Context: an optimization exercise on an open-source flow, tuned for small area, a short achievable clock period and few clock cycles. The choices shown serve that exercise and are no tape-out recipe. Where RTL was checked, it was by simulation tests only, not by an equivalence proof against the original.

==> exp/fjord: inputs <==
## csum_codec
module csum_codec (
    input  wire         clk,
    input  wire         rst,
    input  wire         start,
    input  wire [31:0]  cmd,
    input  wire [7:0]   blen,
    input  wire [623:0] frame,
    output wire         ready,
    output reg          done,
    output wire [7:0]   status,
    output wire [15:0]  value
);
    localparam MAX_PAYLOAD = 64;
    localparam HDR_BYTES   = 14;
    wire [15:0] csum_field = {frame[8*8 +: 8], frame[9*8 +: 8]};
    wire [31:0] len_field  = {frame[10*8 +: 8], frame[11*8 +: 8],
                              frame[12*8 +: 8], frame[13*8 +: 8]};
    wire cmd_legal = (cmd[31:8] == 24'd0) &&
                     (cmd[7:0] == 8'h01 || cmd[7:0] == 8'h02);
    wire runt      = (blen < HDR_BYTES);
    wire oversize  = (len_field > MAX_PAYLOAD);
    wire truncated = ({1'b0, blen} < (9'd14 + {2'b00, len_field[6:0]}));
    wire frame_bad = runt || oversize || truncated;
    wire [63:0] m;
    csum_mdec mdec (.len7(frame[13*8 +: 7]), .m(m));
    genvar gi;
    reg  [511:0] pn;
    integer j;
    always @(*)
        for (j = 0; j < 64; j = j + 1)
            pn[8*j +: 8] = ~(frame[8*(14+j) +: 8] & {8{m[j]}});
    wire ff_in = (csum_field == 16'hFFFF);
    wire [15:0] fvn = (cmd[1] && !ff_in) ? ~csum_field : 16'hFFFF;
    wire hs0, hc0;
    csum_fa hfa0 (.a(frame[24]), .b(frame[40]), .c(frame[56]), .s(hs0), .co(hc0));
    wire hs1, hc1;
    csum_fa hfa1 (.a(frame[25]), .b(frame[41]), .c(frame[57]), .s(hs1), .co(hc1));
    wire hs2, hc2;
    csum_fa hfa2 (.a(frame[10]), .b(frame[26]), .c(frame[42]), .s(hs2), .co(hc2));
    wire hs3, hc3;
    csum_fa hfa3 (.a(frame[11]), .b(frame[27]), .c(frame[43]), .s(hs3), .co(hc3));
    wire hs4, hc4;
    csum_fa hfa4 (.a(frame[12]), .b(frame[28]), .c(frame[44]), .s(hs4), .co(hc4));
    wire hs5, hc5;
  ...
clock: 8.0 ns
lec_check: 0
cap_margin: 20
core_area: 10 10 250 250
cts_buf_list: sky130_fd_sc_hd__clkbuf_8
cts_cluster_diameter: 150
cts_cluster_size: 24
die_area: 0 0 260 260
setup_slack_margin: 2.5
slew_margin: 20
synth_hierarchical: 1
standard.sh (not shown) runs the stock make flow with config.mk's settings and CLKGATE_MAP_FILE= SYNTH_SCRIPT=/design/flow/synth_recipe.tcl, a recipe that flattens the netlist after the stock synthesis.
==> flow/flow/run.sh <==
#!/bin/bash
# The standard layout, with the port buffers made as buf_1 cells (every
# input and output port still gets its own buffer).
set -euo pipefail
export BUFFER_PORTS_ARGS="-buffer_cell sky130_fd_sc_hd__buf_1"
bash standard.sh synth > synth.log 2>&1
bash standard.sh finish > layout.log 2>&1
==> exp/xenon: changes against exp/fjord <==
--- a/flow/design.v
+++ b/flow/design.v
@@ -19,18 +19,19 @@
                      (cmd[7:0] == 8'h01 || cmd[7:0] == 8'h02);
     wire runt      = (blen < HDR_BYTES);
     wire oversize  = (len_field > MAX_PAYLOAD);
     wire truncated = ({1'b0, blen} < (9'd14 + {2'b00, len_field[6:0]}));
     wire frame_bad = runt || oversize || truncated;
-    wire [63:0] m;
-    csum_mdec mdec (.len7(frame[13*8 +: 7]), .m(m));
+    wire [63:0] ml, mh;
+    csum_mdec mdec_l (.len7(frame[13*8 +: 7]), .m(ml));
+    csum_mdec mdec_h (.len7(frame[13*8 +: 7]), .m(mh));
     genvar gi;
     reg  [511:0] pn;
     integer j;
     always @(*)
         for (j = 0; j < 64; j = j + 1)
-            pn[8*j +: 8] = ~(frame[8*(14+j) +: 8] & {8{m[j]}});
+            pn[8*j +: 8] = ~(frame[8*(14+j) +: 8] & {{4{mh[j]}}, {4{ml[j]}}});
     wire ff_in = (csum_field == 16'hFFFF);
     wire [15:0] fvn = (cmd[1] && !ff_in) ? ~csum_field : 16'hFFFF;
     wire hs0, hc0;
     csum_fa hfa0 (.a(frame[24]), .b(frame[40]), .c(frame[56]), .s(hs0), .co(hc0));
     wire hs1, hc1;
==> flow/config.mk (replaced) <==
export PLATFORM = sky130hd
export DESIGN_NAME = csum_codec
export DESIGN_NICKNAME = csum_codec
export VERILOG_FILES = /design/flow/design.v
export SDC_FILE = /design/flow/constraint.sdc
export NUM_CORES = 4
export LEC_CHECK = 0
export CAP_MARGIN = 20
export CORE_AREA = 10 10 250 250
export DIE_AREA = 0 0 260 260
export SETUP_SLACK_MARGIN = 2.5
export SLEW_MARGIN = 20
export SYNTH_HIERARCHICAL = 1
==> exp/indigo: changes against exp/fjord <==
==> flow/config.mk (replaced) <==
export PLATFORM = sky130hd
export DESIGN_NAME = csum_codec
export DESIGN_NICKNAME = csum_codec
export VERILOG_FILES = /design/flow/design.v
export SDC_FILE = /design/flow/constraint.sdc
export NUM_CORES = 4
export LEC_CHECK = 0
export CAP_MARGIN = 20
export CORE_AREA = 10 10 250 250
export DIE_AREA = 0 0 260 260
export PLACE_DENSITY = 0.8
export SETUP_SLACK_MARGIN = 2.5
export SLEW_MARGIN = 20
export SYNTH_HIERARCHICAL = 1
==> exp/pepper: changes against exp/fjord <==
--- a/flow/design.v
+++ b/flow/design.v
@@ -30,73 +30,73 @@
         for (j = 0; j < 64; j = j + 1)
             pn[8*j +: 8] = ~(frame[8*(14+j) +: 8] & {8{m[j]}});
     wire ff_in = (csum_field == 16'hFFFF);
     wire [15:0] fvn = (cmd[1] && !ff_in) ? ~csum_field : 16'hFFFF;
     wire hs0, hc0;
-    csum_fa hfa0 (.a(frame[24]), .b(frame[40]), .c(frame[56]), .s(hs0), .co(hc0));
+    csum_fa hfa0 (.a(frame[104]), .b(frame[24]), .c(frame[40]), .s(hs0), .co(hc0));
     wire hs1, hc1;
-    csum_fa hfa1 (.a(frame[25]), .b(frame[41]), .c(frame[57]), .s(hs1), .co(hc1));
+    csum_fa hfa1 (.a(frame[105]), .b(frame[25]), .c(frame[41]), .s(hs1), .co(hc1));
     wire hs2, hc2;
-    csum_fa hfa2 (.a(frame[10]), .b(frame[26]), .c(frame[42]), .s(hs2), .co(hc2));
+    csum_fa hfa2 (.a(frame[106]), .b(frame[10]), .c(frame[26]), .s(hs2), .co(hc2));
     wire hs3, hc3;
-    csum_fa hfa3 (.a(frame[11]), .b(frame[27]), .c(frame[43]), .s(hs3), .co(hc3));
+    csum_fa hfa3 (.a(frame[107]), .b(frame[11]), .c(frame[27]), .s(hs3), .co(hc3));
     wire hs4, hc4;
-    csum_fa hfa4 (.a(frame[12]), .b(frame[28]), .c(frame[44]), .s(hs4), .co(hc4));
+    csum_fa hfa4 (.a(frame[108]), .b(frame[12]), .c(frame[28]), .s(hs4), .co(hc4));
     wire hs5, hc5;
-    csum_fa hfa5 (.a(frame[13]), .b(frame[29]), .c(frame[45]), .s(hs5), .co(hc5));
+    csum_fa hfa5 (.a(frame[109]), .b(frame[13]), .c(frame[29]), .s(hs5), .co(hc5));
     wire hs6, hc6;
-    csum_fa hfa6 (.a(frame[14]), .b(frame[30]), .c(frame[46]), .s(hs6), .co(hc6));
+    csum_fa hfa6 (.a(frame[110]), .b(frame[14]), .c(frame[30]), .s(hs6), .co(hc6));
     wire hs7, hc7;
-    csum_fa hfa7 (.a(frame[15]), .b(frame[31]), .c(frame[47]), .s(hs7), .co(hc7));
+    csum_fa hfa7 (.a(frame[111]), .b(frame[15]), .c(frame[31]), .s(hs7), .co(hc7));
     wire hs8, hc8;
     csum_fa hfa8 (.a(frame[0]), .b(frame[16]), .c(frame[32]), .s(hs8), .co(hc8));
     wire hs9, hc9;
     csum_fa hfa9 (.a(frame[17]), .b(frame[1]), .c(frame[33]), .s(hs9), .co(hc9));
     wire hs10, hc10;
     csum_fa hfa10 (.a(frame[18]), .b(frame[2]), .c(frame[34]), .s(hs10), .co(hc10));
     wire hs11, hc11;
     csum_fa hfa11 (.a(frame[19]), .b(frame[35]), .c(frame[3]), .s(hs11), .co(hc11));
     wire hs12, hc12;
-    csum_fa hfa12 (.a(frame[20]), .b(frame[36]), .c(frame[4]), .s(hs12), .co(hc12));
+    csum_fa hfa12 (.a(frame[100]), .b(frame[20]), .c(frame[36]), .s(hs12), .co(hc12));
     wire hs13, hc13;
-    csum_fa hfa13 (.a(frame[21]), .b(frame[37]), .c(frame[53]), .s(hs13), .co(hc13));
+    csum_fa hfa13 (.a(frame[101]), .b(frame[21]), .c(frame[37]), .s(hs13), .co(hc13));
     wire hs14, hc14;
-    csum_fa hfa14 (.a(frame[22]), .b(frame[38]), .c(frame[54]), .s(hs14), .co(hc14));
+    csum_fa hfa14 (.a(frame[102]), .b(frame[22]), .c(frame[38]), .s(hs14), .co(hc14));
     wire hs15, hc15;
-    csum_fa hfa15 (.a(frame[23]), .b(frame[39]), .c(frame[55]), .s(hs15), .co(hc15));
+    csum_fa hfa15 (.a(frame[103]), .b(frame[23]), .c(frame[39]), .s(hs15), .co(hc15));
     wire hs16, hc16;
-    csum_fa hfa16 (.a(frame[8]), .b(frame[104]), .c(hc15), .s(hs16), .co(hc16));
+    csum_fa hfa16 (.a(frame[56]), .b(frame[8]), .c(hc15), .s(hs16), .co(hc16));
     wire hs17, hc17;
-    csum_fa hfa17 (.a(frame[9]), .b(frame[105]), .c(hc0), .s(hs17), .co(hc17));
+    csum_fa hfa17 (.a(frame[57]), .b(frame[9]), .c(hc0), .s(hs17), .co(hc17));
     wire hs18, hc18;
-    csum_fa hfa18 (.a(frame[58]), .b(frame[106]), .c(hc1), .s(hs18), .co(hc18));
+    csum_fa hfa18 (.a(frame[42]), .b(frame[58]), .c(hc1), .s(hs18), .co(hc18));
     wire hs19, hc19;
-    csum_fa hfa19 (.a(frame[59]), .b(frame[107]), .c(hc2), .s(hs19), .co(hc19));
+    csum_fa hfa19 (.a(frame[43]), .b(frame[59]), .c(hc2), .s(hs19), .co(hc19));
     wire hs20, hc20;
-    csum_fa hfa20 (.a(frame[60]), .b(frame[108]), .c(hc3), .s(hs20), .co(hc20));
+    csum_fa hfa20 (.a(frame[44]), .b(frame[60]), .c(hc3), .s(hs20), .co(hc20));
     wire hs21, hc21;
-    csum_fa hfa21 (.a(frame[61]), .b(frame[109]), .c(hc4), .s(hs21), .co(hc21));
+    csum_fa hfa21 (.a(frame[45]), .b(frame[61]), .c(hc4), .s(hs21), .co(hc21));
     wire hs22, hc22;
-    csum_fa hfa22 (.a(frame[62]), .b(frame[110]), .c(hc5), .s(hs22), .co(hc22));
+    csum_fa hfa22 (.a(frame[46]), .b(frame[62]), .c(hc5), .s(hs22), .co(hc22));
     wire hs23, hc23;
-    csum_fa hfa23 (.a(frame[63]), .b(frame[111]), .c(hc6), .s(hs23), .co(hc23));
+    csum_fa hfa23 (.a(frame[47]), .b(frame[63]), .c(hc6), .s(hs23), .co(hc23));
     wire hs24, hc24;
     csum_fa hfa24 (.a(frame[48]), .b(frame[96]), .c(hc7), .s(hs24), .co(hc24));
     wire hs25, hc25;
     csum_fa hfa25 (.a(frame[49]), .b(frame[97]), .c(hc8), .s(hs25), .co(hc25));
     wire hs26, hc26;
     csum_fa hfa26 (.a(frame[50]), .b(frame[98]), .c(hc9), .s(hs26), .co(hc26));
     wire hs27, hc27;
     csum_fa hfa27 (.a(frame[51]), .b(frame[99]), .c(hc10), .s(hs27), .co(hc27));
     wire hs28, hc28;
-    csum_fa hfa28 (.a(frame[52]), .b(frame[100]), .c(hc11), .s(hs28), .co(hc28));
+    csum_fa hfa28 (.a(frame[4]), .b(frame[52]), .c(hc11), .s(hs28), .co(hc28));
     wire hs29, hc29;
-    csum_fa hfa29 (.a(frame[5]), .b(frame[101]), .c(hc12), .s(hs29), .co(hc29));
+    csum_fa hfa29 (.a(frame[53]), .b(frame[5]), .c(hc12), .s(hs29), .co(hc29));
     wire hs30, hc30;
-    csum_fa hfa30 (.a(frame[6]), .b(frame[102]), .c(hc13), .s(hs30), .co(hc30));
+    csum_fa hfa30 (.a(frame[54]), .b(frame[6]), .c(hc13), .s(hs30), .co(hc30));
     wire hs31, hc31;
-    csum_fa hfa31 (.a(frame[7]), .b(frame[103]), .c(hc14), .s(hs31), .co(hc31));
+    csum_fa hfa31 (.a(frame[55]), .b(frame[7]), .c(hc14), .s(hs31), .co(hc31));
     wire hs32, hc32;
     csum_fa hfa32 (.a(hs0), .b(hc31), .c(hs16), .s(hs32), .co(hc32));
     wire hs33, hc33;
     csum_fa hfa33 (.a(hs1), .b(hc16), .c(hs17), .s(hs33), .co(hc33));
     wire hs34, hc34;
==> flow/config.mk (replaced) <==
export PLATFORM = sky130hd
export DESIGN_NAME = csum_codec
export DESIGN_NICKNAME = csum_codec
export VERILOG_FILES = /design/flow/design.v
export SDC_FILE = /design/flow/constraint.sdc
export NUM_CORES = 4
export LEC_CHECK = 0
export CAP_MARGIN = 20
export CORE_AREA = 10 10 250 250
export DIE_AREA = 0 0 260 260
export SETUP_SLACK_MARGIN = 2.0
export SLEW_MARGIN = 20
export SYNTH_HIERARCHICAL = 1
==> results.txt <==
status timing/DRC/antenna clean; met1 Usage GRT 35.93%; GP Congestion 1.006; multi-input gate share of total cell area 70.72%; Mapped Area 0.01825 sq mm; commonest non-fill, non-tap cells in the layout buf_1, nand2_1, fa_1, buf_4, inv_1; first-pass GRT wire length 137.4 mm; CP max stage cell fa_2; 1st-iter DRT viols 1868; Initial Util 32.18%; largest net degree at the start of global routing 17
The numbers above come from exp/indigo.

==> results.txt <==
commonest non-fill, non-tap cells in the layout buf_1, fa_1, nand2_1, inv_1, dfxtp_1; CP max stage cell fa_1; met1 Usage GRT 38.46%; Mapped Area 0.01825 sq mm; Initial Util 32.18%; status timing/DRC/antenna clean; multi-input gate share of total cell area 72.70%; GP Congestion 0.9986; 1st-iter DRT viols 1536; largest net degree at the start of global routing 22
The numbers above come from exp/pepper.

==> results.txt <==
Mapped Area 0.01869 sq mm; Detail Route Antenna Nets 0; GP Congestion 1.051; largest net degree at the start of global routing 23; met1 Usage GRT 41.48%; 1st-iter DRT viols 1794; Core ar. 0.05671 sq mm; max reg flops 64; fraction of final layout cells sized beyond drive strength 1 14.18%; Initial Util 32.96%; first-pass GRT wire length 153.7 mm; CP max stage cell fa_2; multi-input gate share of total cell area 72.04%; status timing/DRC/antenna clean
The numbers above come from exp/xenon.

==> results.txt <==
status timing/DRC/antenna clean; GP Congestion 1.030; dpl cells 3114; Initial Util 32.18%; largest net degree at the start of global routing 18; most common cell after layout, fill and taps aside buf_1; multi-input gate share of total cell area 71.80%; Mapped Area 0.01825 sq mm; met1 Usage GRT 37.33%; critical path peak fanout 12; fin nets 3693; first-pass GRT wire length 140.4 mm; commonest non-fill, non-tap cells in the layout buf_1, nand2_1, fa_1, inv_1, dfxtp_1
The numbers above come from exp/fjord.

Testbench counts of exp/fjord, summed over its fixed seeds: cycles 3,200.
Testbench counts of exp/indigo, summed over its fixed seeds: cycles 3,200.
No functional check of the RTL was part of exp/xenon and exp/pepper.

==> port drivers added, routing unchanged <==
The flow's constraints put no driver on any port. The routed layouts listed below were extracted and timed again, unchanged, in two steps.
Step 1 sets driving cells, clkbuf_16 on the clock port and buf_2 on the other inputs (assumed; they add their load-dependent delay and slew).
Step 2 times the ports against the registers' clock, not the clock port: input delays grow and output delays shrink by t, the midpoint of the rising clock arrivals with the driver on.
Three values: no drivers, after step 1, after step 2; two values: the first two.
| run | t, ns | slack for setup (ns) | clock arrival spread, ns | worst data-port slew with drivers (ns) |
|---|---|---|---|---|
| exp/fjord | 0.416 | 2.501 / 2.514 / 2.098 | 0.016 / 0.016 | 0.13 |
| exp/xenon | 0.390 | 2.468 / 2.346 / 1.956 | 0.017 / 0.016 | 0.21 |
| exp/indigo | 0.409 | 2.513 / 2.525 / 2.116 | 0.008 / 0.008 | 0.17 |
| exp/pepper | 0.394 | 2.081 / 2.102 / 1.708 | 0.014 / 0.014 | 0.15 |
After both steps every run listed still meets setup and hold. For exp/xenon, which loses most, drivers alone change the setup slack by -0.122 ns; drivers and shift together by -0.512 ns.
